From an optimization exercise on the open Yosys and OpenROAD flow, aimed at small area; shortcuts taken in it are not production practice.
The RTL was checked by simulation tests, not by an equivalence proof against the original design.
No activity file was given, so power comes from the tool's default toggle rates.

## flow/design.v

```verilog
module sensorimotor_rx #(
    parameter [6:0]  DEFAULT_ID   = 7'd1,
    parameter [15:0] WDT_LIMIT    = 16'd300,
    parameter        RX_BUF_CAP   = 36,
    parameter        TX_BUF_CAP   = 14,
    parameter [15:0] T_PRE        = 16'd3,
    parameter [15:0] T_POST       = 16'd2,
    parameter [15:0] T_TRAIL      = 16'd1,
    parameter        PAGE_SIZE    = 32,
    parameter [15:0] APP_LIMIT    = 16'h0800,
    parameter [23:0] SIG_EXPECTED = 24'h1E950F
) (
    input  wire         clk,
    input  wire         rst,             
    input  wire         boot_strap,      
    input  wire [7:0]   nvm_id_in,
    input  wire [7:0]   nvm_cfg_in,
    input  wire         svc,
    input  wire         tb,
    input  wire         rx_valid,
    input  wire [7:0]   rx_data,
    output wire         rx_pop,
    output wire [7:0]   tx_data,
    output wire         tx_write,
    input  wire         tx_ready,
    input  wire         tx_complete,
    output wire         de,
    output wire         re,
    output wire         motor_enable,
    output wire         motor_disable,
    output wire         motor_set_power,
    output wire [7:0]   motor_power,
    output wire         motor_set_dir,
    output wire         motor_dir,
    output wire         motor_set_limit,
    output wire [7:0]   motor_limit,
    output wire [7:0]   cfg_flags,
    input  wire [15:0]  telem_pos,
    input  wire [15:0]  telem_cur,
    input  wire [15:0]  telem_vel,
    input  wire [15:0]  telem_vsup,
    input  wire [15:0]  telem_temp,
    input  wire [15:0]  sensor_x,
    input  wire [15:0]  sensor_y,
    input  wire [15:0]  sensor_z,
    output wire         sensor_restart,
    output wire         nvm_we,
    output wire         nvm_waddr,       
    output wire [7:0]   nvm_wdata,
    output wire                   flash_we,
    output wire [15:0]            flash_addr,
    output wire [8*PAGE_SIZE-1:0] flash_data,
    output wire                   timer_irq_mask,
    input  wire [23:0]            sig_in,
    output reg  [3:0]   phase,
    output reg  [7:0]   err_count,
    output reg  [2:0]   last_cause,
    output wire         fatal,
    output wire [1:0]   fatal_code,
    output reg  [6:0]   own_id,
    output reg          stopped,
    output wire         boot_handoff,
    output wire         sys_reset_req
);
    localparam [3:0] PH_SYNCING   = 4'd0,
                     PH_AWAITING  = 4'd1,
                     PH_GETADDR   = 4'd2,
                     PH_READING   = 4'd3,
                     PH_EATING    = 4'd4,
                     PH_VERIFYING = 4'd5,
                     PH_PENDING   = 4'd6,
                     PH_FINISHED  = 4'd7,
                     PH_ERROR     = 4'd8;
    localparam [2:0] TA_RX    = 3'd0,
                     TA_MUTE  = 3'd1,
                     TA_PRE   = 3'd2,
                     TA_TX    = 3'd3,
                     TA_DRAIN = 3'd4,
                     TA_POST  = 3'd5,
                     TA_REL   = 3'd6,
                     TA_TRAIL = 3'd7;
    localparam [2:0] CAUSE_BAD_CHECKSUM = 3'd1,
                     CAUSE_ADDR_RANGE   = 3'd2,
                     CAUSE_INACTIVITY   = 3'd3,
                     CAUSE_ID_RANGE     = 3'd4,
                     CAUSE_LEN_RANGE    = 3'd5;
    localparam [3:0] K_REQDATA  = 4'd0,    
                     K_PING     = 4'd1,    
                     K_SETV0    = 4'd2,    
                     K_SETV1    = 4'd3,    
                     K_SETID    = 4'd4,    
                     K_SENSOR   = 4'd5,    
                     K_SETLIMIT = 4'd6,    
                     K_CONFIG   = 4'd7,    
                     K_RAW      = 4'd8,    
                     K_DATA_R   = 4'd10,   
                     K_SENSOR_R = 4'd11,   
                     K_PING_R   = 4'd12,   
                     K_SETID_R  = 4'd13,   
                     K_RAW_R    = 4'd14;   
    localparam [2:0] C_OTHER = 3'd0,
                     C_S     = 3'd1,       
                     C_R     = 3'd2,       
                     C_I     = 3'd3,       
                     C_W     = 3'd4;       
    localparam [8:0] WDT_SEED = 9'h1FF,
                     WDT_LAST = 9'h02C;
    assign boot_handoff  = stopped && !variant;
    assign sys_reset_req = stopped && variant;
    assign fatal      = 1'b0;
    assign fatal_code = 2'd0;
    reg         variant;             
    reg         half_synced;         
    reg         dyn;                 
    reg         yn;                  
    reg  [3:0]  kop;                 
    reg  [8:0]  cnt;                 
    reg  [7:0]  nacc;                
    reg  [8:0]  wdt;                 
    reg  [7:0]  cfg;
    reg         stop_pending;        
    reg  [6:0]  cursor;              
    reg  [2:0]  ccls;
    reg  [12:0] psum;                
    reg         phi;                 
    reg         rq;                  
    reg  [2:0]  ta_state;
    reg  [3:0]  ta_idx;              
    reg  [7:0]  sh [0:31];           
    wire rx_step   = svc && !stopped;
    wire consuming = !phase[3] && !(phase[2] && phase[1]);
    wire [7:0] b   = rx_data;
    assign rx_pop  = !rst && rx_step && consuming && rx_valid;
    wire rx_byte   = rx_step && consuming && rx_valid;
    reg [3:0] kb;
    reg       kb_cmd, kb_rsp;
    always @(*) begin
        kb_cmd = 1'b1;
        kb_rsp = 1'b0;
        case (b)
            8'hC0: kb = K_REQDATA;
            8'hE0: kb = K_PING;
            8'hB0: kb = K_SETV0;
            8'hB1: kb = K_SETV1;
            8'hA0: kb = K_SETLIMIT;
            8'h70: kb = K_SETID;
            8'h50: kb = K_CONFIG;
            8'h40: kb = K_SENSOR;
            8'h55: kb = K_RAW;
            8'h80: begin kb = K_DATA_R;   kb_cmd = 1'b0; kb_rsp = 1'b1; end
            8'h41: begin kb = K_SENSOR_R; kb_cmd = 1'b0; kb_rsp = 1'b1; end
            8'hE1: begin kb = K_PING_R;   kb_cmd = 1'b0; kb_rsp = 1'b1; end
            8'h71: begin kb = K_SETID_R;  kb_cmd = 1'b0; kb_rsp = 1'b1; end
            8'h56: begin kb = K_RAW_R;    kb_cmd = 1'b0; kb_rsp = 1'b1; end
            default: begin kb = 4'd15;    kb_cmd = 1'b0; end
        endcase
    end
    wire known_b = kb_rsp || (variant ? (b == 8'h55) : kb_cmd);
    wire k_rsp   = kop[3] && (kop[2] || kop[1]);
    wire k_raw   = (kop == K_RAW);
    wire k_plen0 = (kop[3:1] == 3'b000);
    wire k_setv  = (kop[3:1] == 3'b001);
    wire [7:0] tx_byte;
    wire       tx_fire;
    wire [7:0] sub_in = (ta_state == TA_TX) ? tx_byte : b;
    wire [7:0] nacc_d = nacc - sub_in;
    wire [7:0] p0 = sh[0];
    wire cnt_zero = (cnt == 9'd0);
    wire cnt_ones = (cnt == 9'h1FF);
    wire pend      = !rst && rx_step && (phase == PH_PENDING);
    wire rt        = !variant;
    wire d_reqdata = pend && (kop == K_REQDATA);
    wire d_setv    = pend && k_setv;
    wire d_setlim  = pend && (kop == K_SETLIMIT);
    wire d_setid   = pend && (kop == K_SETID);
    wire d_config  = pend && (kop == K_CONFIG);
    wire d_sensor  = pend && (kop == K_SENSOR);
    wire d_hshake  = pend && rt && k_raw && (ccls == C_S);
    wire d_boot    = pend && variant;
    wire w_ok      = (psum == 13'd0) && !phi && !cursor[6];
    wire sig_ok    = (sig_in == SIG_EXPECTED);
    reg  boot_ok;
    always @(*) begin
        case (ccls)
            C_S, C_R: boot_ok = 1'b1;
            C_I:      boot_ok = sig_ok;
            C_W:      boot_ok = w_ok;
            default:  boot_ok = 1'b0;
        endcase
    end
    wire b_write   = d_boot && (ccls == C_W) && w_ok;
    assign motor_enable    = d_setv;
    assign motor_disable   = d_reqdata || d_hshake;
    assign motor_set_power = d_reqdata || d_setv;
    assign motor_power     = k_setv ? p0 : 8'd0;
    assign motor_set_dir   = d_setv;
    assign motor_dir       = kop[0];
    assign motor_set_limit = d_setlim;
    assign motor_limit     = p0;
    assign cfg_flags       = cfg;
    assign sensor_restart  = d_sensor;
    assign nvm_we    = d_setid || d_config;
    assign nvm_waddr = kop[0];
    assign nvm_wdata = {p0[7] || !kop[0], p0[6:0]};
    assign flash_we       = b_write;
    assign flash_addr     = {4'd0, cursor, 5'd0};
    assign timer_irq_mask = b_write;
    genvar g;
    generate
        for (g = 0; g < PAGE_SIZE; g = g + 1) begin : g_page
            assign flash_data[8*g +: 8] = sh[31-g];
        end
    endgenerate
    wire q_data = d_reqdata || d_setv;
    wire q_any  = pend && ((kop[3:2] == 2'b00) || (kop[3:1] == 3'b010) ||
                           (k_raw && (variant || (ccls == C_S))));
    reg [7:0] op_byte;
    reg [3:0] tx_len;
    always @(*) begin
        if (variant) begin
            op_byte = yn ? 8'h59 : 8'h4E;
            tx_len  = 4'd3;
        end else begin
            case (kop)
                K_PING:   begin op_byte = 8'hE1; tx_len = 4'd4;  end
                K_SETID:  begin op_byte = 8'h71; tx_len = 4'd4;  end
                K_SENSOR: begin op_byte = 8'h41; tx_len = 4'd10; end
                K_RAW:    begin op_byte = 8'h56; tx_len = 4'd4;  end
                default:  begin op_byte = 8'h80; tx_len = 4'd14; end
            endcase
        end
    end
    wire tx_last = (ta_idx == tx_len);
    assign tx_byte = tx_last                 ? nacc :
                     (ta_idx[3:1] == 3'd0)   ? 8'hFF :
                     (ta_idx == 4'd2)        ? op_byte :
                     (ta_idx == 4'd3)        ? {1'b0, own_id} : sh[31];
    assign tx_fire  = !rst && tb && (ta_state == TA_TX) && tx_ready;
    assign tx_write = tx_fire;
    assign tx_data  = tx_byte;
    assign de = (ta_state == TA_TX) || (ta_state == TA_DRAIN) || (ta_state == TA_POST) ||
                (ta_state == TA_REL) || ((ta_state == TA_PRE) && (ta_idx != 4'd12));
    assign re = (ta_state == TA_RX) || (ta_state == TA_MUTE) ||
                ((ta_state == TA_TRAIL) && (ta_idx == 4'd15));
    wire flush_go = rx_step && (phase == PH_FINISHED) && (ta_state == TA_RX) && rq;
    wire rd_byte = rx_byte && (phase == PH_READING);
    wire sh_en   = rd_byte || tx_fire;
    integer i;
    always @(posedge clk) begin
        if (q_data) begin
            sh[27] <= telem_pos[15:8];
            sh[26] <= telem_pos[7:0];
            sh[25] <= telem_cur[15:8];
            sh[24] <= telem_cur[7:0];
            sh[23] <= telem_vel[15:8];
            sh[22] <= telem_vel[7:0];
            sh[21] <= telem_vsup[15:8];
            sh[20] <= telem_vsup[7:0];
            sh[19] <= telem_temp[15:8];
            sh[18] <= telem_temp[7:0];
        end else if (d_sensor) begin
            sh[27] <= sensor_x[15:8];
            sh[26] <= sensor_x[7:0];
            sh[25] <= sensor_y[15:8];
            sh[24] <= sensor_y[7:0];
            sh[23] <= sensor_z[15:8];
            sh[22] <= sensor_z[7:0];
        end else if (sh_en) begin
            sh[0] <= b;
            for (i = 1; i < 32; i = i + 1)
                sh[i] <= sh[i-1];
        end
    end
    always @(posedge clk) begin
        if (rst) begin
            variant         <= boot_strap;
            phase           <= PH_SYNCING;
            half_synced     <= 1'b0;
            err_count       <= 8'd0;
            last_cause      <= 3'd0;
            own_id          <= nvm_id_in[7] ? nvm_id_in[6:0] : DEFAULT_ID;
            cfg             <= nvm_cfg_in;
            stop_pending    <= 1'b0;
            stopped         <= 1'b0;
            cursor          <= 7'd0;
        end else if (rx_step) begin
            if (consuming) begin
                if (!rx_valid) begin
                    if (phase != PH_SYNCING) begin
                        wdt <= {wdt[7:0], wdt[8] ^ wdt[4]};
                        if (wdt == WDT_LAST) begin
                            phase      <= PH_ERROR;
                            last_cause <= CAUSE_INACTIVITY;
                        end
                    end
                end else begin
                    wdt <= WDT_SEED;
                    case (phase)
                        PH_SYNCING: begin
                            if (b == 8'hFF) begin
                                half_synced <= !half_synced;
                                if (half_synced) begin
                                    nacc  <= 8'h02;
                                    phase <= PH_AWAITING;
                                end
                            end else begin
                                half_synced <= 1'b0;
                                phase       <= PH_FINISHED;
                            end
                        end
                        PH_AWAITING: begin
                            kop <= kb;
                            if (known_b) begin
                                nacc  <= nacc_d;
                                phase <= PH_GETADDR;
                            end else begin
                                phase <= PH_FINISHED;
                            end
                        end
                        PH_GETADDR: begin
                            if (k_rsp) begin
                                nacc  <= nacc_d;
                                cnt   <= (kop == K_DATA_R) ? 9'd9 :
                                         (kop == K_SENSOR_R) ? 9'd5 : 9'h1FF;
                                dyn   <= 1'b0;
                                phase <= PH_EATING;
                            end else if (b[7]) begin
                                phase      <= PH_ERROR;
                                last_cause <= CAUSE_ADDR_RANGE;
                            end else if (b[6:0] == own_id) begin
                                nacc <= nacc_d;
                                cnt  <= 9'd0;
                                dyn  <= k_raw;
                                phase <= k_plen0 ? PH_VERIFYING : PH_READING;
                            end else begin
                                cnt   <= k_plen0 ? 9'h1FF : 9'd0;
                                dyn   <= k_raw;
                                phase <= PH_EATING;
                            end
                        end
                        PH_READING: begin
                            nacc <= nacc_d;
                            if (dyn) begin
                                if (b > 8'd34) begin
                                    phase      <= PH_ERROR;
                                    last_cause <= CAUSE_LEN_RANGE;
                                end else begin
                                    cnt         <= {1'b0, b};
                                    dyn         <= 1'b0;
                                    half_synced <= 1'b1;
                                end
                            end else begin
                                cnt <= cnt - 9'd1;
                                if (cnt_zero)
                                    phase <= PH_VERIFYING;
                            end
                            if (half_synced) begin
                                half_synced <= 1'b0;
                                case (b)
                                    8'h53:   ccls <= C_S;
                                    8'h52:   ccls <= C_R;
                                    8'h49:   ccls <= C_I;
                                    8'h57:   ccls <= (cnt == 9'd34) ? C_W : C_OTHER;
                                    default: ccls <= C_OTHER;
                                endcase
                            end
                        end
                        PH_EATING: begin
                            if (dyn) begin
                                dyn <= 1'b0;
                                cnt <= {1'b0, b};
                            end else begin
                                cnt <= cnt - 9'd1;
                                if (cnt_ones)
                                    phase <= PH_FINISHED;
                            end
                        end
                        default: begin  
                            nacc <= nacc_d;
                            if (nacc_d != 8'h00) begin
                                phase      <= PH_ERROR;
                                last_cause <= CAUSE_BAD_CHECKSUM;
                            end else if ((kop == K_SETID) && p0[7]) begin
                                phase      <= PH_ERROR;
                                last_cause <= CAUSE_ID_RANGE;
                            end else begin
                                phase <= PH_PENDING;
                            end
                        end
                    endcase
                end
            end else begin
                case (phase)
                    PH_PENDING: begin
                        yn <= boot_ok;
                        if (d_setid)  own_id          <= p0[6:0];
                        if (d_config) cfg             <= p0;
                        if (d_hshake || (d_boot && (ccls == C_R))) stop_pending <= 1'b1;
                        if (b_write)  cursor          <= cursor + 7'd1;
                        phase <= PH_FINISHED;
                    end
                    PH_FINISHED: begin
                        if (ta_state == TA_RX && !rq) begin
                            half_synced <= 1'b0;
                            if (stop_pending)
                                stopped <= 1'b1;
                            phase <= PH_SYNCING;
                        end
                    end
                    default: begin  
                        if (err_count != 8'hFF)
                            err_count <= err_count + 8'd1;
                        phase <= PH_FINISHED;
                    end
                endcase
            end
        end
        if (tx_fire)
            nacc <= nacc_d;
    end
    always @(posedge clk) begin
        if (!rst && rd_byte && !dyn) begin
            if (cnt == 9'd33)
                psum[7:0] <= b;
            else if (cnt == 9'd32) begin
                psum[12:8] <= b[4:0];
                phi        <= |b[7:5];
            end else
                psum <= psum - {5'd0, b};
        end
    end
    always @(posedge clk) begin
        if (rst) begin
            ta_state <= TA_RX;
            rq       <= 1'b0;
        end else begin
            if (q_any)
                rq <= 1'b1;
            if (flush_go)
                ta_state <= TA_MUTE;
            if (tb) begin
                case (ta_state)
                    TA_RX: ;
                    TA_MUTE: begin
                        ta_idx   <= 4'd12;
                        ta_state <= TA_PRE;
                    end
                    TA_PRE: begin
                        ta_idx <= ta_idx + 4'd1;         
                        if (ta_idx == 4'd15) ta_state <= TA_TX;
                    end
                    TA_TX: begin
                        if (tx_ready) begin
                            ta_idx <= ta_idx + 4'd1;
                            if (tx_last)
                                ta_state <= TA_DRAIN;
                        end
                    end
                    TA_DRAIN: begin
                        if (tx_complete) begin
                            ta_idx   <= 4'd13;
                            ta_state <= TA_POST;
                        end
                    end
                    TA_POST: begin
                        ta_idx <= ta_idx + 4'd1;         
                        if (ta_idx == 4'd15) ta_state <= TA_REL;
                    end
                    TA_REL: begin
                        ta_idx   <= 4'd14;
                        ta_state <= TA_TRAIL;
                    end
                    TA_TRAIL: begin
                        ta_idx <= ta_idx + 4'd1;         
                        if (ta_idx == 4'd15) begin
                            rq       <= 1'b0;
                            ta_state <= TA_RX;
                        end
                    end
                endcase
            end
        end
    end
endmodule
```

## flow/flow/run.sh

```bash
#!/bin/bash
# The standard layout (standard.sh), with these changes to how the layout is made:
# - after the standard synthesis, the combinational logic between the registers is re-mapped
#   for area by ABC (flow/reabc.tcl, flow/reabc.scr); every register keeps its name and cell;
# - port buffers are sky130_fd_sc_hd__buf_1 (every input and output port still gets one);
# - the clock tree uses clkbuf_4 buffers over clusters of at most 8 flip-flops, without
#   dummy loads (smaller than the default tree; clock-pin slew stays under the limit).
# Each tool's full output goes to a log here: synth.log, reabc.log, layout.log (ORFS also
# keeps each step's log under orfs/logs).
set -euo pipefail
RES=orfs/results/$FLOW_PLATFORM/sensorimotor_rx/base
bash standard.sh synth > synth.log 2>&1
cp $RES/1_2_yosys.v $RES/1_2_yosys.std.v
DONT=$(sed -n '/^export DONT_USE_CELLS/,/^#/p' $FLOW_HOME/platforms/$FLOW_PLATFORM/config.mk | grep -o 'sky130_fd_sc_hd__[A-Za-z0-9_]*' | tr '\n' ' ')
LIB=$FLOW_HOME/platforms/$FLOW_PLATFORM/lib/sky130_fd_sc_hd__tt_025C_1v80.lib \
NETLIST=$RES/1_2_yosys.std.v OUT=$RES/1_2_yosys.v TOP=$FLOW_TOP \
ABC_SCRIPT=$PWD/flow/reabc.scr DONT_USE="$DONT" \
  yosys -c flow/reabc.tcl > reabc.log 2>&1
rm -f $RES/1_synth.odb $RES/1_synth.sdc
export BUFFER_PORTS_ARGS="-buffer_cell sky130_fd_sc_hd__buf_1"
export CTS_ARGS="-sink_clustering_enable -repair_clock_nets -dont_use_dummy_load -buf_list sky130_fd_sc_hd__clkbuf_4 -sink_clustering_size 8 -sink_clustering_max_diameter 40"
bash standard.sh > layout.log 2>&1
```

## flow/flow/reabc.scr

```
strash
&get -n
&deepsyn -T 60
&put
dch -f
amap
topo
```

## flow/flow/reabc.tcl

```tcl
# Area re-mapping of the combinational logic of the standard synthesis's netlist.
# The registers (every flip-flop cell instance, with its name and cell type) are kept as they
# are: they are black boxes here, and only the logic between them is re-mapped by ABC.
set lib $::env(LIB)
set net $::env(NETLIST)
yosys read_liberty -ignore_miss_func $lib
yosys read_verilog $net
yosys hierarchy -top $::env(TOP)
yosys blackbox sky130_fd_sc_hd__df* sky130_fd_sc_hd__edf* sky130_fd_sc_hd__sdf* sky130_fd_sc_hd__sedf* sky130_fd_sc_hd__dl*
yosys stat -liberty $lib
yosys flatten
# the wires flatten made for the cells' pins are not names of the design: drop them
yosys rename -hide w:*.*
yosys opt_clean -purge
set dont {}
foreach c $::env(DONT_USE) { lappend dont -dont_use $c }
yosys abc -liberty $lib -script $::env(ABC_SCRIPT) {*}$dont
# every library cell as a black box, so that the cells ABC placed have known ports
yosys read_liberty -lib -ignore_redef $lib
# as ORFS's synthesis and the standard flow's synthesis script finish a netlist
yosys setundef -zero
yosys splitnets
yosys opt_clean -purge
yosys hilomap -singleton -hicell sky130_fd_sc_hd__conb_1 HI -locell sky130_fd_sc_hd__conb_1 LO
yosys insbuf -buf sky130_fd_sc_hd__buf_1 A X
yosys check -assert -mapped
yosys stat -liberty $lib
# left out here: hide names made inside functions
yosys write_verilog -noattr -nohex -nodec $::env(OUT)
```

## flow/standard.sh

```bash
#!/bin/bash
# synth_recipe.tcl (not shown) runs the flow's synth.tcl, then flattens the netlist and writes it again
# the make line also repeats each setting of config.mk as NAME=value (left out here)
make -C /OpenROAD-flow-scripts/flow DESIGN_CONFIG=/design/flow/config.mk WORK_HOME=/design/flow/orfs CLKGATE_MAP_FILE= SYNTH_SCRIPT=/design/flow/synth_recipe.tcl "${@:-finish}"
```

## flow/config.mk

```make
export PLATFORM = sky130hd
export DESIGN_NAME = sensorimotor_rx
export DESIGN_NICKNAME = sensorimotor_rx
export VERILOG_FILES = /design/flow/design.v
export SDC_FILE = /design/flow/constraint.sdc
export NUM_CORES = 4
export LEC_CHECK = 0
export ABC_AREA = 1
export CAP_MARGIN = 20
export CORE_MARGIN = 2
export CORE_UTILIZATION = 75
export SLEW_MARGIN = 20
```

## flow/constraint.sdc

```tcl
create_clock -name core_clock -period 15.0 [get_ports {clk}]
set_input_delay 3.0000 -clock core_clock [delete_from_list [all_inputs] [get_ports {clk}]]
set_output_delay 3.0000 -clock core_clock [all_outputs]
set_load 0.01 [all_outputs]
```

==> flow_summary.json, run 1 <==
{
  "placementRows": 50,
  "yosysWarnings": 2,
  "die_w_um": 143,
  "die_h_um": 143,
  "status": "stopped before the end",
  "syn_inst": 1133,
  "synth_area_um2": 14500,
  "stop_stage": "3_2_place_iop",
  "error": "[ERROR PPL-0024] Number of IO pins (539) exceeds maximum number of available positions (510). Increase the die perimeter from 572.56um to 733.04um.",
  "initial_core_util": 0.771,
  "syn_area_per_cell_um2": 12.8
}
==> inputs of run 2 (changes only) <==
--- a/flow/design.v
+++ b/flow/design.v
@@ -113,5 +113,4 @@
     reg         half_synced;         
     reg         dyn;                 
-    reg         yn;                  
     reg  [3:0]  kop;                 
     reg  [8:0]  cnt;                 
@@ -121,10 +120,11 @@
     reg         stop_pending;        
     reg  [6:0]  cursor;              
-    reg  [2:0]  ccls;
     reg  [12:0] psum;                
-    reg         phi;                 
     reg         rq;                  
     reg  [2:0]  ta_state;
     reg  [3:0]  ta_idx;              
+    wire [2:0] ccls = ta_idx[2:0];       
+    wire       phi  = ta_idx[3];         
+    wire       yn   = cnt[0];
     reg  [7:0]  sh [0:31];           
     wire rx_step   = svc && !stopped;
@@ -355,14 +355,6 @@
                                     phase <= PH_VERIFYING;
                             end
-                            if (half_synced) begin
+                            if (half_synced)
                                 half_synced <= 1'b0;
-                                case (b)
-                                    8'h53:   ccls <= C_S;
-                                    8'h52:   ccls <= C_R;
-                                    8'h49:   ccls <= C_I;
-                                    8'h57:   ccls <= (cnt == 9'd34) ? C_W : C_OTHER;
-                                    default: ccls <= C_OTHER;
-                                endcase
-                            end
                         end
                         PH_EATING: begin
@@ -393,5 +385,5 @@
                 case (phase)
                     PH_PENDING: begin
-                        yn <= boot_ok;
+                        cnt[0] <= boot_ok;
                         if (d_setid)  own_id          <= p0[6:0];
                         if (d_config) cfg             <= p0;
@@ -423,8 +415,7 @@
             if (cnt == 9'd33)
                 psum[7:0] <= b;
-            else if (cnt == 9'd32) begin
+            else if (cnt == 9'd32)
                 psum[12:8] <= b[4:0];
-                phi        <= |b[7:5];
-            end else
+            else
                 psum <= psum - {5'd0, b};
         end
@@ -439,4 +430,15 @@
             if (flush_go)
                 ta_state <= TA_MUTE;
+            if (rd_byte && !dyn && half_synced) begin
+                case (b)
+                    8'h53:   ta_idx[2:0] <= C_S;
+                    8'h52:   ta_idx[2:0] <= C_R;
+                    8'h49:   ta_idx[2:0] <= C_I;
+                    8'h57:   ta_idx[2:0] <= (cnt == 9'd34) ? C_W : C_OTHER;
+                    default: ta_idx[2:0] <= C_OTHER;
+                endcase
+            end
+            if (rd_byte && !dyn && cnt == 9'd32)
+                ta_idx[3] <= |b[7:5];
             if (tb) begin
                 case (ta_state)
--- a/flow/config.mk
+++ b/flow/config.mk
@@ -9,4 +9,4 @@
 export CAP_MARGIN = 20
 export CORE_MARGIN = 2
-export CORE_UTILIZATION = 75
+export CORE_UTILIZATION = 60
 export SLEW_MARGIN = 20
==> run 2 against run 1 <==
The run now finishes clean. Synthesized cell count rose by 2.2%. Area after synthesis fell by 0.59%.
==> flow_summary.json, run 2 <==
{
  "overflow": 0,
  "drtIter0Drc": 2002,
  "fin_crit_ps": 8920,
  "cts_max_level": 2,
  "dp_slack_ps": 6180,
  "clk_latency_ps": 720,
  "drv_cap": 0,
  "ir_drop_uv": 75.6,
  "io_buffers": 526,
  "worstMarginPinSlew_ps": 1080,
  "worstPathMaxFanout": 83,
  "rsz0062_at_grt": "false",
  "layout.nets": 1912,
  "ff2ff_path_depth": 23,
  "crit_buf_inv": 6,
  "yosysWarnings": 2,
  "largest_reg_flops": 256,
  "final-hold-violation-count": 0,
  "initial_core_util": 0.613,
  "viasPerCell": 6.12,
  "final_antenna_net_count": 0,
  "crit_end": "motor_set_power",
  "clk_pin_slew_ps": 80,
  "regMostFlops": "sh",
  "max_freq_ghz": 0.112,
  "cp_data_required_time_ps": 12000,
  "r2r-start": "kop[0]",
  "status": "complete, no violations",
  "grt_pass1_wl_um": 70800,
  "root_buffer": "clkbuf_4",
  "slowest_delay_ps": 690,
  "area_growth_pct": 19.8,
  "setup_viol": 0,
  "clockBufferDepth": 3,
  "drive_gt1_frac": 0.0411,
  "crit_type": "in -> out",
  "regToRegSetupSlack_ps": 8250,
  "fillers": 1705,
  "cp_slowest_cell": "buf_4",
  "start_kind": "input pin",
  "end_kind": "primary output",
  "skew_ps": 115,
  "power_leakage_nw": 5.52,
  "syn_inst": 1158,
  "path_depth": 11,
  "hp-class": "reg -> reg",
  "die_h_um": 159,
  "dieArea_um2": 25300,
  "cts_tree": "yes",
  "synth_area_um2": 14400,
  "core_um2": 23500,
  "crit_arrival_ps": 5920,
  "grt_antenna_before_repair": 20,
  "post_cts.repair.setup_buffers": 0,
  "hpwl_um": 37700,
  "slew_violations": 0,
  "placementRows": 56,
  "cts_resized": 0,
  "die_w_um": 159,
  "r2r_end": "last_cause[0]",
  "first_global_vias": 11500,
  "cts.sinks": 349,
  "relSlewSlack": 0.277,
  "routedWlPerCell_um": 23.8,
  "mostFrequentLayoutCells": "buf_1 (525), edfxtp_1 (320), clkinv_1 (150), nor2_1 (134), nand2_1 (78)",
  "place_congestion": 1.06,
  "path_cells": "clkbuf_2 -> buf_4 -> clkinv_1 -> nand3_1 -> nor2_1 -> clkinv_1 -> nor2_1 -> o21ai_0 -> nor2_4 -> buf_4 -> buf_1",
  "cts_buffers": 53,
  "p_per_area_nw_per_um2": 95.1,
  "grt.total_usage": 0.375,
  "utilization": 0.735,
  "setup_tns_ps": 0,
  "pin_count": 539,
  "crit_start": "rst",
  "routed_wl_um": 49000,
  "reg_top3": "sh: 256 flops, psum: 13 flops",
  "vias": 12600,
  "dr.pass1.iters": 10,
  "syn_area_per_cell_um2": 12.5,
  "drcViolationCount": 0,
  "layout_setup_ws_ps": 6080,
  "fin_crit_sh": 0.594,
  "grt_start_max_net_pins": 87,
  "cp_top_family": "buffers and inverters",
  "ctsHoldBuffers": 0,
  "final_common_cell": "buf_1"
}
run 2: stage by stage:
step	hold slack [ps]	instance area, um^2	total power [W]	instances
final	421	17300	0.00164	2060
after global routing	435	17300	0.00170	2052
after CTS	417	17200	0.00165	2045
after detailed placement	429	16800	0.00120	1992
after global placement	427	16800	0.00120	1992
after floorplan	430	14500	0.00115	1169
run 2: how the worst min path moves through the flow:
stage / from / endpoint / slack, ps / cells past startpoint
after floorplan: rq / rq / 430 / 2
after global placement: sh[9][3] / sh[10][3] / 430 / 0
after detailed placement: sh[30][6] / sh[31][6] / 430 / 0
after CTS: sh[30][3] / sh[31][3] / 420 / 0
after global routing: sh[30][3] / sh[31][3] / 440 / 0
final: sh[30][3] / sh[31][3] / 420 / 0
run 2: final cells by class:
cell class                      count  area (um^2)  area share
Antenna cell                       15         37.5     0.00217
Clock buffer                       53          398      0.0230
Inverter                          150          563      0.0326
Multi-Input combinational cell    638         3660       0.211
Sequential cell                   349        10200       0.589
Tap cell                          319          399      0.0231
Timing Repair Buffer              536         2050       0.119
run 2: per-layer routing:
| metal | global-route usage | routed length (um) | vias up |
|---|---|---|---|
| met5 | 0 | 64 | - |
| met4 | 0.120 | 1530 | 10 |
| met3 | 0.124 | 6400 | 127 |
| met2 | 0.594 | 23100 | 879 |
| met1 | 0.496 | 17900 | 6043 |
| li1 | - | - | 5553 |
run 2: power breakdown:
part / switching [W] / internal (W)
clock network: 0.000299 / 0.000161
registers: 0.0000103 / 0.00106
logic: 0.0000766 / 0.0000365
==> inputs of run 3 (changes only) <==
--- a/flow/design.v
+++ b/flow/design.v
@@ -276,5 +276,4 @@
             variant         <= boot_strap;
             phase           <= PH_SYNCING;
-            half_synced     <= 1'b0;
             err_count       <= 8'd0;
             last_cause      <= 3'd0;
@@ -287,30 +286,19 @@
             if (consuming) begin
                 if (!rx_valid) begin
-                    if (phase != PH_SYNCING) begin
-                        wdt <= {wdt[7:0], wdt[8] ^ wdt[4]};
-                        if (wdt == WDT_LAST) begin
-                            phase      <= PH_ERROR;
-                            last_cause <= CAUSE_INACTIVITY;
-                        end
+                    if (phase != PH_SYNCING && wdt == WDT_LAST) begin
+                        phase      <= PH_ERROR;
+                        last_cause <= CAUSE_INACTIVITY;
                     end
                 end else begin
-                    wdt <= WDT_SEED;
                     case (phase)
                         PH_SYNCING: begin
-                            if (b == 8'hFF) begin
-                                half_synced <= !half_synced;
-                                if (half_synced) begin
-                                    nacc  <= 8'h02;
-                                    phase <= PH_AWAITING;
-                                end
-                            end else begin
-                                half_synced <= 1'b0;
-                                phase       <= PH_FINISHED;
-                            end
+                            if (b != 8'hFF)
+                                phase <= PH_FINISHED;
+                            else if (half_synced)
+                                phase <= PH_AWAITING;
                         end
                         PH_AWAITING: begin
                             kop <= kb;
                             if (known_b) begin
-                                nacc  <= nacc_d;
                                 phase <= PH_GETADDR;
                             end else begin
@@ -320,8 +308,4 @@
                         PH_GETADDR: begin
                             if (k_rsp) begin
-                                nacc  <= nacc_d;
-                                cnt   <= (kop == K_DATA_R) ? 9'd9 :
-                                         (kop == K_SENSOR_R) ? 9'd5 : 9'h1FF;
-                                dyn   <= 1'b0;
                                 phase <= PH_EATING;
                             end else if (b[7]) begin
@@ -329,45 +313,24 @@
                                 last_cause <= CAUSE_ADDR_RANGE;
                             end else if (b[6:0] == own_id) begin
-                                nacc <= nacc_d;
-                                cnt  <= 9'd0;
-                                dyn  <= k_raw;
                                 phase <= k_plen0 ? PH_VERIFYING : PH_READING;
                             end else begin
-                                cnt   <= k_plen0 ? 9'h1FF : 9'd0;
-                                dyn   <= k_raw;
                                 phase <= PH_EATING;
                             end
                         end
                         PH_READING: begin
-                            nacc <= nacc_d;
                             if (dyn) begin
                                 if (b > 8'd34) begin
                                     phase      <= PH_ERROR;
                                     last_cause <= CAUSE_LEN_RANGE;
-                                end else begin
-                                    cnt         <= {1'b0, b};
-                                    dyn         <= 1'b0;
-                                    half_synced <= 1'b1;
                                 end
-                            end else begin
-                                cnt <= cnt - 9'd1;
-                                if (cnt_zero)
-                                    phase <= PH_VERIFYING;
+                            end else if (cnt_zero) begin
+                                phase <= PH_VERIFYING;
                             end
-                            if (half_synced)
-                                half_synced <= 1'b0;
                         end
                         PH_EATING: begin
-                            if (dyn) begin
-                                dyn <= 1'b0;
-                                cnt <= {1'b0, b};
-                            end else begin
-                                cnt <= cnt - 9'd1;
-                                if (cnt_ones)
-                                    phase <= PH_FINISHED;
-                            end
+                            if (!dyn && cnt_ones)
+                                phase <= PH_FINISHED;
                         end
                         default: begin  
-                            nacc <= nacc_d;
                             if (nacc_d != 8'h00) begin
                                 phase      <= PH_ERROR;
@@ -385,5 +348,4 @@
                 case (phase)
                     PH_PENDING: begin
-                        cnt[0] <= boot_ok;
                         if (d_setid)  own_id          <= p0[6:0];
                         if (d_config) cfg             <= p0;
@@ -394,5 +356,4 @@
                     PH_FINISHED: begin
                         if (ta_state == TA_RX && !rq) begin
-                            half_synced <= 1'b0;
                             if (stop_pending)
                                 stopped <= 1'b1;
@@ -408,9 +369,43 @@
             end
         end
-        if (tx_fire)
+    end
+    always @(posedge clk) begin
+        if (rx_byte) begin
+            if (phase == PH_GETADDR)
+                cnt <= k_rsp ? ((kop == K_DATA_R) ? 9'd9 : (kop == K_SENSOR_R) ? 9'd5 : 9'h1FF) :
+                               (k_plen0 ? 9'h1FF : 9'd0);
+            else
+                cnt <= dyn ? {1'b0, b} : cnt - 9'd1;
+        end else if (pend) begin
+            cnt[0] <= boot_ok;
+        end
+    end
+    always @(posedge clk) begin
+        if (rx_byte)
+            wdt <= WDT_SEED;
+        else if (svc)
+            wdt <= {wdt[7:0], wdt[8] ^ wdt[4]};
+    end
+    always @(posedge clk) begin
+        if (rx_byte)
+            dyn <= (phase == PH_GETADDR) && k_raw;
+    end
+    always @(posedge clk) begin
+        if (rst)
+            half_synced <= 1'b0;
+        else if (rx_byte)
+            half_synced <= (phase == PH_SYNCING) ? ((b == 8'hFF) && !half_synced) :
+                           (phase == PH_READING) && dyn;
+        else if (rx_step && phase == PH_ERROR)
+            half_synced <= 1'b0;
+    end
+    always @(posedge clk) begin
+        if (!rst && rx_byte)
+            nacc <= (phase == PH_SYNCING) ? 8'h02 : nacc_d;
+        else if (tx_fire)
             nacc <= nacc_d;
     end
     always @(posedge clk) begin
-        if (!rst && rd_byte && !dyn) begin
+        if (rd_byte) begin
             if (cnt == 9'd33)
                 psum[7:0] <= b;
@@ -430,5 +425,5 @@
             if (flush_go)
                 ta_state <= TA_MUTE;
-            if (rd_byte && !dyn && half_synced) begin
+            if (rd_byte && half_synced) begin
                 case (b)
                     8'h53:   ta_idx[2:0] <= C_S;
@@ -439,5 +434,5 @@
                 endcase
             end
-            if (rd_byte && !dyn && cnt == 9'd32)
+            if (rd_byte && cnt == 9'd32)
                 ta_idx[3] <= |b[7:5];
             if (tb) begin
==> run 3 against run 2 <==
Still clean on timing, DRC and antenna. Maximum frequency rose by 4.8%. Clock-buffer cell count fell by 2. Routed wire length rose by 3.8%. Worst hold slack improved by 5.1 ps. Global-route usage rose by 1.4 points. Non-clock buffer count fell by 1. Register-to-register slack improved by 430 ps. Cell count fell by 0.78%. Sequential share of layout area barely moved. Clock skew fell by 29 ps. Critical endpoint is now sensor_restart.
==> flow_summary.json, run 3 <==
{
  "status": "complete, no violations",
  "final_common_cell": "buf_1",
  "die_w_um": 158,
  "start_kind": "input pin",
  "p_per_area_nw_per_um2": 96.0,
  "viasPerCell": 6.20,
  "clk_pin_slew_ps": 80,
  "root_buffer": "clkbuf_4",
  "regMostFlops": "sh",
  "relSlewSlack": 0.196,
  "fin_crit_sh": 0.567,
  "power_leakage_nw": 5.47,
  "cts_buffers": 51,
  "drtIter0Drc": 2134,
  "slew_violations": 0,
  "reg_top3": "sh: 256 flops, psum: 13 flops",
  "die_h_um": 158,
  "layout.nets": 1893,
  "placementRows": 56,
  "clockBufferDepth": 3,
  "final-hold-violation-count": 0,
  "ir_drop_uv": 80.9,
  "hp-class": "reg -> reg",
  "cts_tree": "yes",
  "grt_pass1_wl_um": 70200,
  "mostFrequentLayoutCells": "buf_1 (525), edfxtp_1 (311), clkinv_1 (147), nor2_1 (145), nand2_1 (72)",
  "grt_antenna_before_repair": 19,
  "ctsHoldBuffers": 0,
  "crit_type": "in -> out",
  "dieArea_um2": 25100,
  "worstPathMaxFanout": 50,
  "cts_max_level": 2,
  "end_kind": "primary output",
  "drive_gt1_frac": 0.0393,
  "cts.sinks": 349,
  "fillers": 1692,
  "setup_tns_ps": 0,
  "grt.total_usage": 0.389,
  "cp_data_required_time_ps": 12000,
  "largest_reg_flops": 256,
  "initial_core_util": 0.611,
  "place_congestion": 1.02,
  "overflow": 0,
  "setup_viol": 0,
  "io_buffers": 526,
  "dp_slack_ps": 6420,
  "drv_cap": 0,
  "rsz0062_at_grt": "false",
  "crit_arrival_ps": 5510,
  "post_cts.repair.setup_buffers": 0,
  "dr.pass1.iters": 7,
  "skew_ps": 85.7,
  "drcViolationCount": 0,
  "yosysWarnings": 2,
  "pin_count": 539,
  "routed_wl_um": 50800,
  "core_um2": 23400,
  "cts_resized": 0,
  "layout_setup_ws_ps": 6490,
  "max_freq_ghz": 0.118,
  "worstMarginPinSlew_ps": 1200,
  "area_growth_pct": 20.0,
  "clk_latency_ps": 710,
  "hpwl_um": 38900,
  "placed_cell_area_um2": 16700,
  "first_global_vias": 11500,
  "final_antenna_net_count": 0,
  "syn_area_per_cell_um2": 12.5,
  "fin_crit_ps": 8510,
  "vias": 12700,
  "grt_start_max_net_pins": 84,
  "syn_inst": 1140,
  "holdWs_ps": 426,
  "synth_area_um2": 14300,
  "routedWlPerCell_um": 24.9,
  "final_area_um2": 17100
}
==> run 3: final timing paths <==
path	startpoint	end	slack (ps)	cells past startpoint
worst min-delay path	sh[5][2]	sh[6][2]	430	0
worst min register to register	sh[5][2]	sh[6][2]	430	0
worst max register to register	kop[0]	last_cause[2]	8680	24
worst max-delay path	svc	sensor_restart	6490	9
==> run 3: per-stage QoR <==
step / total power, W / std cells / utilization
5_1_grt: 0.00170 / 2039 / 0.732
2_1_floorplan: 0.00115 / 1151 / -
3_5_place_dp: 0.00121 / 1975 / 0.714
3_3_place_gp: 0.00121 / 1974 / 0.714
4_1_cts: 0.00165 / 2026 / 0.731
6_report: 0.00165 / 2044 / 0.733
==> run 3: cell type report <==
class                      instances  area [um^2]  area share
sequential                       349        10100       0.589
multi-input combinational        625         3610       0.211
timing repair buffer             535         2060       0.120
inverter                         147          552      0.0322
tap                              319          399      0.0233
clock buffer                      51          383      0.0223
antenna                           18         45.0     0.00263
==> run 3: worst max-delay path: stages <==
cell and delay [ps]:
buf_1 400, clkinv_1 210, nor2_1 340, nand3_1 180, nor2_1 150, nand2_1 310
nor2_4 170, buf_4 500, buf_1 210
==> run 3: metal layers <==
metal | vias up | routed length (um) | GRT usage
li1 | 5471 | - | -
met3 | 162 | 6400 | 0.134
met4 | 8 | 2360 | 0.194
met5 | - | 50 | 0
met2 | 1005 | 23600 | 0.591
met1 | 6020 | 18400 | 0.502
==> run 3: power breakdown <==
part | total, W | internal, W | switching, W | leakage (nW)
clock | 0.000455 | 0.000156 | 0.000299 | 0.235
combinational | 0.000114 | 0.0000381 | 0.0000755 | 2.10
sequential | 0.00108 | 0.00106 | 0.0000154 | 3.13
==> inputs of run 4 (changes only) <==
--- a/flow/design.v
+++ b/flow/design.v
@@ -166,5 +166,5 @@
     wire [7:0] nacc_d = nacc - sub_in;
     wire [7:0] p0 = sh[0];
-    wire cnt_zero = (cnt == 9'd0);
+    wire cnt_zero = (cnt[5:0] == 6'd0);
     wire cnt_ones = (cnt == 9'h1FF);
     wire pend      = !rst && rx_step && (phase == PH_PENDING);
@@ -408,7 +408,7 @@
     always @(posedge clk) begin
         if (rd_byte) begin
-            if (cnt == 9'd33)
+            if (cnt[5:0] == 6'd33)
                 psum[7:0] <= b;
-            else if (cnt == 9'd32)
+            else if (cnt[5:0] == 6'd32)
                 psum[12:8] <= b[4:0];
             else
@@ -425,14 +425,14 @@
             if (flush_go)
                 ta_state <= TA_MUTE;
-            if (rd_byte && half_synced) begin
+            if (rx_byte && half_synced) begin
                 case (b)
                     8'h53:   ta_idx[2:0] <= C_S;
                     8'h52:   ta_idx[2:0] <= C_R;
                     8'h49:   ta_idx[2:0] <= C_I;
-                    8'h57:   ta_idx[2:0] <= (cnt == 9'd34) ? C_W : C_OTHER;
+                    8'h57:   ta_idx[2:0] <= (cnt[5:0] == 6'd34) ? C_W : C_OTHER;
                     default: ta_idx[2:0] <= C_OTHER;
                 endcase
             end
-            if (rd_byte && cnt == 9'd32)
+            if (rd_byte && cnt[5:0] == 6'd32)
                 ta_idx[3] <= |b[7:5];
             if (tb) begin
==> run 4 against run 3 <==
Combinational power rose by 23%. Worst setup slack got worse by 170 ps. Sequential cell count did not move. Critical path type unchanged. Critical path depth down 1. Sequential share of layout area down 0.75 points. Cell area increased by 1.3%. Maximum frequency decreased by 1.9%.
==> flow_summary.json, run 4 <==
{
  "drcViolationCount": 0,
  "dieArea_um2": 25400,
  "slew_violations": 0,
  "worstPathMaxFanout": 11,
  "start_kind": "input pin",
  "multi_input_area_um2": 3990,
  "fin_crit_ps": 8670,
  "power_w": 0.00169,
  "place_congestion": 1.03,
  "min_to": "sh[8][0]",
  "syn_inst": 1237,
  "ff2ff_path_depth": 25,
  "drv_cap": 0,
  "grt_start_max_net_pins": 84,
  "end_kind": "primary output",
  "r2r-start": "kop[0]",
  "hold_start": "sh[7][0]",
  "layout.nets": 1993,
  "post_cts.repair.setup_buffers": 0,
  "hpwl_um": 39500,
  "first_global_vias": 12000,
  "max_freq_ghz": 0.115,
  "yosysWarnings": 2,
  "mostFrequentLayoutCells": "buf_1 (525), edfxtp_1 (311), nand2_1 (163), nor2_1 (137), nand3_1 (117)",
  "grt_antenna_before_repair": 31,
  "syn_area_per_cell_um2": 11.7,
  "overflow": 0,
  "ir_drop_uv": 81.0,
  "cts_resized": 0,
  "crit_type": "in -> out",
  "clk_latency_ps": 720,
  "final-hold-violation-count": 0,
  "r2r_end": "last_cause[2]",
  "fin_crit_sh": 0.578,
  "die_w_um": 159,
  "core_um2": 23600,
  "rsz0062_at_grt": "false",
  "clk_pin_slew_ps": 90,
  "reg_top3": "sh: 256 flops, psum: 13 flops",
  "relSlewSlack": 0.295,
  "dr.pass1.iters": 8,
  "cts.sinks": 349,
  "seqCellArea_um2": 10100,
  "grt_pass1_wl_um": 73900,
  "largest_reg_flops": 256,
  "die_h_um": 159,
  "io_buffers": 526,
  "area_growth_pct": 19.9,
  "regMostFlops": "sh",
  "clockBufferDepth": 3,
  "initial_core_util": 0.614,
  "grt.total_usage": 0.394,
  "viasPerCell": 6.00,
  "crit_arrival_ps": 5670,
  "worstMarginPinSlew_ps": 1050,
  "fillers": 1732,
  "pin_count": 539,
  "hp-class": "reg -> reg",
  "regToRegSetupSlack_ps": 8950,
  "setup_viol": 0,
  "skew_ps": 80.9,
  "power_leakage_nw": 5.62,
  "p_per_area_nw_per_um2": 97.1,
  "cts_buffers": 52,
  "vias": 12900,
  "synth_area_um2": 14500,
  "status": "complete, no violations",
  "cp_data_required_time_ps": 12000,
  "final_common_cell": "buf_1",
  "setup_tns_ps": 0,
  "drive_gt1_frac": 0.0398,
  "routed_wl_um": 51400,
  "root_buffer": "clkbuf_4",
  "cts_max_level": 2,
  "whs_path_depth": 0,
  "ctsHoldBuffers": 0,
  "final_antenna_net_count": 0,
  "cts_tree": "yes",
  "drtIter0Drc": 1770,
  "routedWlPerCell_um": 24.0,
  "placementRows": 56
}
[run 4: worst max-delay path by stage]
stage               start             end  cells past startpoint
floorplan             svc       sh[18][0]                      8
detailed placement    svc          rx_pop                      8
global route          svc  sensor_restart                      9
CTS                   svc          rx_pop                      8
global placement      svc          rx_pop                      8
finish                svc          rx_pop                      8
[run 4: stage by stage]
stage	worst slack, ps	cells	instance area (um^2)	hold WS (ps)	util
after floorplan	1600	1248	14500	415	-
after global placement	6530	2073	16900	428	0.716
after detailed placement	6410	2073	16900	431	0.716
after CTS	6410	2125	17300	441	0.733
after global routing	6160	2129	17300	457	0.734
final	6330	2146	17400	449	0.735
[run 4: worst max-delay path, cell delays in order]
cell,delay (ps)
buf_1,280
clkinv_1,190
nor2_1,220
clkinv_1,210
nor3_2,810
clkinv_1,500
nor2_1,270
buf_1,180
[run 4: layer usage]
metal / part of all wire / global-route usage / up-vias / wire length (um)
li1: - / - / 5725 / -
met1: 0.34 / 0.476 / 6102 / 17600
met2: 0.48 / 0.635 / 885 / 24500
met3: 0.15 / 0.190 / 143 / 7740
met4: 0.028 / 0.113 / 28 / 1460
met5: 0.0036 / 0 / - / 187
[run 4: report_power, final]
group          internal [W]  switching (W)
Sequential          0.00107      0.0000187
Clock              0.000159       0.000299
Combinational     0.0000465      0.0000932
[run 4: final cells by class]
class                      count  area share
antenna                       20     0.00288
clock buffer                  52      0.0225
inverter                      97      0.0210
multi-input combinational    771       0.230
sequential                   349       0.582
tap                          319      0.0230
timing repair buffer         538       0.119
==> inputs of run 5 (changes only) <==
--- a/flow/design.v
+++ b/flow/design.v
@@ -166,5 +166,5 @@
     wire [7:0] nacc_d = nacc - sub_in;
     wire [7:0] p0 = sh[0];
-    wire cnt_zero = (cnt[5:0] == 6'd0);
+    wire cnt_zero = (cnt == 9'd0);
     wire cnt_ones = (cnt == 9'h1FF);
     wire pend      = !rst && rx_step && (phase == PH_PENDING);
@@ -408,7 +408,7 @@
     always @(posedge clk) begin
         if (rd_byte) begin
-            if (cnt[5:0] == 6'd33)
+            if (cnt == 9'd33)
                 psum[7:0] <= b;
-            else if (cnt[5:0] == 6'd32)
+            else if (cnt == 9'd32)
                 psum[12:8] <= b[4:0];
             else
@@ -425,14 +425,14 @@
             if (flush_go)
                 ta_state <= TA_MUTE;
-            if (rx_byte && half_synced) begin
+            if (rd_byte && half_synced) begin
                 case (b)
                     8'h53:   ta_idx[2:0] <= C_S;
                     8'h52:   ta_idx[2:0] <= C_R;
                     8'h49:   ta_idx[2:0] <= C_I;
-                    8'h57:   ta_idx[2:0] <= (cnt[5:0] == 6'd34) ? C_W : C_OTHER;
+                    8'h57:   ta_idx[2:0] <= (cnt == 9'd34) ? C_W : C_OTHER;
                     default: ta_idx[2:0] <= C_OTHER;
                 endcase
             end
-            if (rd_byte && cnt[5:0] == 6'd32)
+            if (rd_byte && cnt == 9'd32)
                 ta_idx[3] <= |b[7:5];
             if (tb) begin
==> flow/flow/run.sh (replaced) <==
#!/bin/bash
# The standard layout (standard.sh), with these changes to how the layout is made:
# - after the standard synthesis, the combinational logic between the registers is re-mapped
#   for area by ABC (flow/reabc.tcl), four times with different ABC seeds
#   (flow/reabc1..4.scr), and the smallest of the four netlists is laid out; every register
#   keeps its name and cell;
# - port buffers are sky130_fd_sc_hd__buf_1 (every input and output port still gets one);
# - the clock tree uses clkbuf_4 buffers over clusters of at most 8 flip-flops, without
#   dummy loads (smaller than the default tree; clock-pin slew stays under the limit).
# Each tool's full output goes to a log here: synth.log, reabc1..4.log, layout.log (ORFS also
# keeps each step's log under orfs/logs).
set -euo pipefail
RES=orfs/results/$FLOW_PLATFORM/sensorimotor_rx/base
bash standard.sh synth > synth.log 2>&1
cp $RES/1_2_yosys.v $RES/1_2_yosys.std.v
DONT=$(sed -n '/^export DONT_USE_CELLS/,/^#/p' $FLOW_HOME/platforms/$FLOW_PLATFORM/config.mk | grep -o 'sky130_fd_sc_hd__[A-Za-z0-9_]*' | tr '\n' ' ')
LIB=$FLOW_HOME/platforms/$FLOW_PLATFORM/lib/sky130_fd_sc_hd__tt_025C_1v80.lib
for i in 1 2 3 4; do
  LIB=$LIB NETLIST=$RES/1_2_yosys.std.v OUT=$RES/1_2_yosys.abc$i.v TOP=$FLOW_TOP \
  ABC_SCRIPT=$PWD/flow/reabc$i.scr DONT_USE="$DONT" \
    yosys -c flow/reabc.tcl > reabc$i.log 2>&1 &
done
wait
best=""; best_area=""
for i in 1 2 3 4; do
  a=$(grep "Chip area for module" reabc$i.log | tail -1 | awk '{print $NF}')
  echo "netlist $i: area $a" >> reabc_choice.log
  if [[ -n "$a" && -s $RES/1_2_yosys.abc$i.v ]]; then
    if [[ -z "$best" ]] || awk -v a="$a" -v b="$best_area" 'BEGIN{exit !(a < b)}'; then best=$i; best_area=$a; fi
  fi
done
echo "chosen: $best ($best_area)" >> reabc_choice.log
cp $RES/1_2_yosys.abc$best.v $RES/1_2_yosys.v
rm -f $RES/1_synth.odb $RES/1_synth.sdc
export BUFFER_PORTS_ARGS="-buffer_cell sky130_fd_sc_hd__buf_1"
export CTS_ARGS="-sink_clustering_enable -repair_clock_nets -dont_use_dummy_load -buf_list sky130_fd_sc_hd__clkbuf_4 -sink_clustering_size 8 -sink_clustering_max_diameter 40"
bash standard.sh > layout.log 2>&1
==> flow/flow/reabc1.scr (new file) <==
strash
&get -n
&deepsyn -T 90 -S 1
&put
dch -f
amap
topo
==> flow/flow/reabc2.scr (new file) <==
strash
&get -n
&deepsyn -T 90 -S 2
&put
dch -f
amap
topo
==> flow/flow/reabc3.scr (new file) <==
strash
&get -n
&deepsyn -T 90 -S 3
&put
dch -f
amap
topo
==> flow/flow/reabc4.scr (new file) <==
strash
&get -n
&deepsyn -T 90 -S 4
&put
dch -f
amap
topo
removed: flow/flow/reabc.scr
==> run 5 against run 4 <==
Largest cell class unchanged. Via count is 3.9% lower. Core utilization is 0.46 points lower. First-iteration DRC count is 11% lower. Sequential power hardly changed. Global-route usage is 2.3 points lower. Routed wire length is 6.4% lower. Cell count is 5.5% lower. Area after synthesis is 1.5% lower. Still clean on timing, DRC and antenna. Sequential share of layout area is 0.89 points higher. Clock-buffer cell count is 1 lower. Non-clock buffer count is 4 lower.
==> flow_summary.json, run 5 <==
{
  "clk_pin_slew_ps": 90,
  "end_kind": "primary output",
  "hpwl_um": 36800,
  "cp_data_required_time_ps": 12000,
  "crit_arrival_ps": 5820,
  "layout.nets": 1884,
  "cts.sinks": 349,
  "grt_pass1_wl_um": 67100,
  "initial_core_util": 0.610,
  "hp-class": "reg -> reg",
  "worstPathMaxFanout": 83,
  "drcViolationCount": 0,
  "p_per_area_nw_per_um2": 96.3,
  "ir_drop_uv": 92.9,
  "rsz0062_at_grt": "false",
  "viasPerCell": 6.10,
  "cp_common_cell": "buf_1",
  "core_um2": 23400,
  "start_kind": "input pin",
  "ctsHoldBuffers": 0,
  "area_growth_pct": 19.8,
  "grt_start_max_net_pins": 87,
  "die_w_um": 158,
  "final_common_cell": "buf_1",
  "dr.pass1.iters": 10,
  "dieArea_um2": 25000,
  "cts_resized": 0,
  "status": "complete, no violations",
  "final-hold-violation-count": 0,
  "drtIter0Drc": 1580,
  "power_w": 0.00165,
  "path_cells": "buf_1 -> clkinv_1 -> nor2_1 -> nand4_1 -> nor3_1 -> nand3_1 -> nor2_4 -> buf_4 -> buf_1",
  "setup_viol": 0,
  "overflow": 0,
  "io_buffers": 526,
  "fin_crit_ps": 8820,
  "slew_violations": 0,
  "yosysWarnings": 2,
  "worstMarginPinSlew_ps": 1050,
  "placementRows": 56,
  "largest_reg_flops": 256,
  "vias": 12400,
  "routed_wl_um": 48100,
  "crit_type": "in -> out",
  "drive_gt1_frac": 0.0389,
  "layout_setup_ws_ps": 6180,
  "synth_area_um2": 14300,
  "syn_inst": 1132,
  "fin_crit_sh": 0.588,
  "skew_ps": 49.0,
  "cts_tree": "yes",
  "pin_count": 539,
  "setup_tns_ps": 0,
  "cts_buffers": 51,
  "cp_slowest_cell": "buf_4",
  "drv_cap": 0,
  "clk_latency_ps": 690,
  "mostFrequentLayoutCells": "buf_1 (525), edfxtp_1 (311), clkinv_1 (148), nor2_1 (124), nand2_1 (86)",
  "routedWlPerCell_um": 23.7,
  "grt_antenna_before_repair": 10,
  "clockBufferDepth": 3,
  "max_freq_ghz": 0.113,
  "place_congestion": 1.00,
  "power_leakage_nw": 5.34,
  "die_h_um": 158,
  "first_global_vias": 10900,
  "utilization": 0.731,
  "relSlewSlack": 0.299,
  "final_antenna_net_count": 0,
  "grt.total_usage": 0.371,
  "syn_area_per_cell_um2": 12.6,
  "post_cts.repair.setup_buffers": 0,
  "cts_max_level": 2,
  "root_buffer": "clkbuf_4",
  "reg_top3": "sh: 256 flops, psum: 13 flops",
  "regMostFlops": "sh",
  "slowest_delay_ps": 720,
  "dp_slack_ps": 6120
}
[run 5: worst paths after layout]
| path | start | to | slack [ps] | cells after the start |
|---|---|---|---|---|
| setup / recovery | svc | motor_set_power | 6180 | 9 |
| hold / removal | sh[4][2] | sh[5][2] | 440 | 0 |
| setup reg to reg | kop[2] | last_cause[2] | 8490 | 23 |
| hold reg to reg | sh[4][2] | sh[5][2] | 440 | 0 |
[run 5: layout make-up]
cell class | instances | area, um^2
flip-flops and latches | 349 | 10100
fillers | 1722 | 6300
multi-input cells | 616 | 3590
repair buffers | 534 | 2050
inverters | 148 | 556
well taps | 319 | 399
clock buffers | 51 | 383
diodes | 11 | 27.5
[run 5: worst max-delay path, delay by kind of cell]
kind / cells / cell delay (ps)
buffers and inverters: 4 / 1440
and+or+nand+nor: 5 / 1350
[run 5: report_power, final]
part	switching (W)	internal (W)	leakage [nW]
logic	0.0000757	0.0000387	1.97
registers	0.0000146	0.00106	3.13
clock network	0.000300	0.000156	0.235
[run 5: metal layers]
layer,vias to the layer above,global-route usage,routed length [um]
met5,-,0,56
met4,8,0.147,1640
met3,114,0.103,5490
met2,853,0.576,22700
met1,5953,0.501,18300
li1,5449,-,-
[run 5: metrics by stage]
stage | instance area, um^2 | hold slack (ps) | cells
finish | 17100 | 436 | 2028
global route | 17100 | 446 | 2023
floorplan | 14300 | 438 | 1143
detailed placement | 16700 | 430 | 1965
global placement | 16700 | 429 | 1965
CTS | 17100 | 431 | 2016
==> inputs of run 6 (changes only) <==
==> flow/flow/reabc1.scr (replaced) <==
strash
&get -n
&deepsyn -T 150 -S 1
&put
dch -f
amap
topo
==> flow/flow/reabc2.scr (replaced) <==
strash
&get -n
&deepsyn -T 150 -S 2
&put
dch -f
amap
topo
==> flow/flow/reabc3.scr (replaced) <==
strash
&get -n
&deepsyn -T 150 -S 3
&put
dch -f
amap
topo
==> flow/flow/reabc4.scr (replaced) <==
strash
&get -n
&deepsyn -T 150 -S 4
&put
dch -f
amap
topo
==> run 6 against run 5 <==
Clock skew is 37 ps higher. Routed wire length increased by 0.54%. Maximum frequency is 0.89% lower. Critical path type unchanged. Critical endpoint is now rx_pop.
==> flow_summary.json, run 6 <==
{
  "hp-class": "reg -> reg",
  "swShare": 0.237,
  "drtIter0Drc": 1849,
  "crit_buf_inv": 4,
  "slew_violations": 0,
  "grt_use_met3": 0.116,
  "worstMarginPinSlew_ps": 1150,
  "setup_viol": 0,
  "placementRows": 56,
  "first_global_vias": 11200,
  "max_freq_ghz": 0.112,
  "power_leakage_nw": 5.40,
  "syn_inst": 1122,
  "path_depth": 7,
  "placed_cell_area_um2": 16700,
  "dr.pass1.iters": 8,
  "initial_core_util": 0.609,
  "post_cts.repair.setup_buffers": 0,
  "io_buffers": 526,
  "hpwl_um": 37000,
  "die_w_um": 158,
  "cts_resized": 0,
  "cts.sinks": 349,
  "synth_area_um2": 14300,
  "ir_drop_uv": 67.8,
  "r2r-start": "kop[2]",
  "viasPerCell": 6.14,
  "cts_buffers": 53,
  "grtUsageMet1": 0.486,
  "p_per_area_nw_per_um2": 96.5,
  "clk_pin_slew_ps": 80,
  "reg_top3": "sh: 256 flops, psum: 13 flops",
  "layout.nets": 1877,
  "crit_start": "svc",
  "min_to": "sh[2][3]",
  "start_kind": "input pin",
  "fin_crit_sh": 0.594,
  "crit_arrival_ps": 5900,
  "final_antenna_net_count": 0,
  "ff2ff_path_depth": 24,
  "rsz0062_at_grt": "false",
  "final_common_cell": "buf_1",
  "core_um2": 23400,
  "grt-busiest-layer": "met2",
  "use_met2": 0.581,
  "fin_crit_ps": 8900,
  "regMostFlops": "sh",
  "hold_start": "sh[1][3]",
  "drv_cap": 0,
  "holdWs_ps": 410,
  "setup_tns_ps": 0,
  "grt.total_usage": 0.371,
  "p_int_w": 0.00126,
  "syn_area_per_cell_um2": 12.7,
  "routed_wl_um": 48400,
  "crit_type": "in -> out",
  "regToRegSetupSlack_ps": 8750,
  "pin_count": 539,
  "cp_top_family": "simple AND/OR/NAND/NOR gates",
  "status": "complete, no violations",
  "cp_slowest_cell": "nor2_1",
  "grt_antenna_before_repair": 14,
  "drcViolationCount": 0,
  "routedWlPerCell_um": 23.9,
  "power_frac_seq": 0.651,
  "whs_path_depth": 0,
  "cts_max_level": 2,
  "grt_pass1_wl_um": 67400,
  "die_h_um": 158,
  "vias": 12400,
  "yosysWarnings": 2,
  "root_buffer": "clkbuf_4",
  "area_growth_pct": 20.2,
  "cts_tree": "yes",
  "final-hold-violation-count": 0,
  "drive_gt1_frac": 0.0420,
  "r2r_end": "last_cause[2]",
  "combPwrFrac": 0.069,
  "grt_start_max_net_pins": 177,
  "clk_latency_ps": 720,
  "slowest_delay_ps": 880,
  "skew_ps": 85.7,
  "dieArea_um2": 25000,
  "overflow": 0,
  "ctsHoldBuffers": 0,
  "mostFrequentLayoutCells": "buf_1 (525), edfxtp_1 (311), clkinv_1 (145), nor2_1 (125), nand2_1 (79)",
  "place_congestion": 0.971,
  "cp_data_required_time_ps": 12000,
  "path_cells": "buf_1 -> clkinv_1 -> or3_1 -> nor2_1 -> clkinv_1 -> nor2_1 -> buf_1",
  "relSlewSlack": 0.228,
  "final_area_um2": 17100,
  "clockBufferDepth": 3,
  "clock_power_share": 0.280,
  "p_switching_w": 0.000391,
  "end_kind": "primary output",
  "largest_reg_flops": 256,
  "worstPathMaxFanout": 13
}
[run 6: worst register-to-register path, cell delays in order (launching register included)]
cell and delay (ps):
edfxtp_1 440, clkinv_1 140, nor3_1 500, clkinv_1 170
nor2_1 220, clkinv_1 170, o221ai_1 310, nor2_1 80
o21ai_0 110, o21ai_0 160, buf_4 210, o31ai_1 650
o22ai_1 240, nand2_1 110, o21ai_0 130, or4_1 560
nor4_1 610, o21ai_0 260, a31oi_1 310, o21a_1 200
nor3_1 130, o21ai_0 180, nor2_1 70, a21oi_1 150
nor2_1 50
[run 6: through the flow]
step	setup WS [ps]	power (W)	cells	util
after floorplan	1260	0.00115	1133	-
final	6100	0.00165	2021	0.732
after CTS	6190	0.00165	2009	0.730
after global placement	6250	0.00121	1956	0.713
after detailed placement	6200	0.00121	1956	0.713
after global routing	5890	0.00170	2019	0.732
[run 6: how the worst max path moves through the flow]
| stage | slack, ps | end |
|---|---|---|
| after floorplan | 1260 | sh[0][0] |
| after global placement | 6250 | rx_pop |
| after detailed placement | 6200 | rx_pop |
| after CTS | 6190 | rx_pop |
| after global routing | 5890 | rx_pop |
| final | 6100 | rx_pop |
[run 6: layer usage]
layer | vias up | share of wire
li1 | 5422 | -
met1 | 5915 | 0.37
met2 | 947 | 0.47
met3 | 129 | 0.13
met4 | 4 | 0.034
met5 | - | 0.00043
[run 6: power groups by stage]
stage | Clock [W] | Sequential (W) | Combinational, W
5_1_grt | 0.000503 | 0.00108 | 0.000123
3_5_place_dp | 0 | 0.00110 | 0.000110
4_1_cts | 0.000466 | 0.00108 | 0.000111
2_1_floorplan | 0 | 0.00110 | 0.0000548
3_3_place_gp | 0 | 0.00110 | 0.000108
6_report | 0.000463 | 0.00108 | 0.000114
[run 6: layout make-up]
| cell class | count | area [um^2] |
|---|---|---|
| diodes | 11 | 27.5 |
| repair buffers | 535 | 2070 |
| inverters | 146 | 548 |
| clock buffers | 53 | 398 |
| multi-input cells | 608 | 3600 |
| flip-flops and latches | 349 | 10100 |
| well taps | 319 | 399 |
| fillers | 1687 | 6270 |

-- port drivers added, routing unchanged --
Ports are ideal in the flow. The routed layouts listed here were re-timed in OpenROAD. Step 1 (the two cells are an assumption about what drives the block):
set clk [get_ports {clk}]
set_driving_cell -lib_cell sky130_fd_sc_hd__clkbuf_16 $clk
set_driving_cell -lib_cell sky130_fd_sc_hd__buf_2 [delete_from_list [all_inputs] $clk]
Step 2, shift: input delay + t, output delay - t, t = (earliest + latest rising clock arrival at the registers) / 2. This alone moves slack from input paths to output paths. Three values: ideal, step 1, step 2; two values: the first two.
run	shift t [ns]	setup slack, ns	worst slew at a driven data input, ns
run 2	0.716	6.083 / 6.062 / 6.062	0.16
run 3	0.719	6.492 / 6.450 / 6.304	0.20
run 4	0.722	6.325 / 6.301 / 6.301	0.19
run 5	0.716	6.177 / 6.149 / 6.149	0.17
run 6	0.709	6.097 / 6.071 / 6.071	0.15
After both steps every run listed still meets setup and hold. For run 3, which loses most, drivers alone change the setup slack by -0.042 ns; drivers and shift together by -0.188 ns.
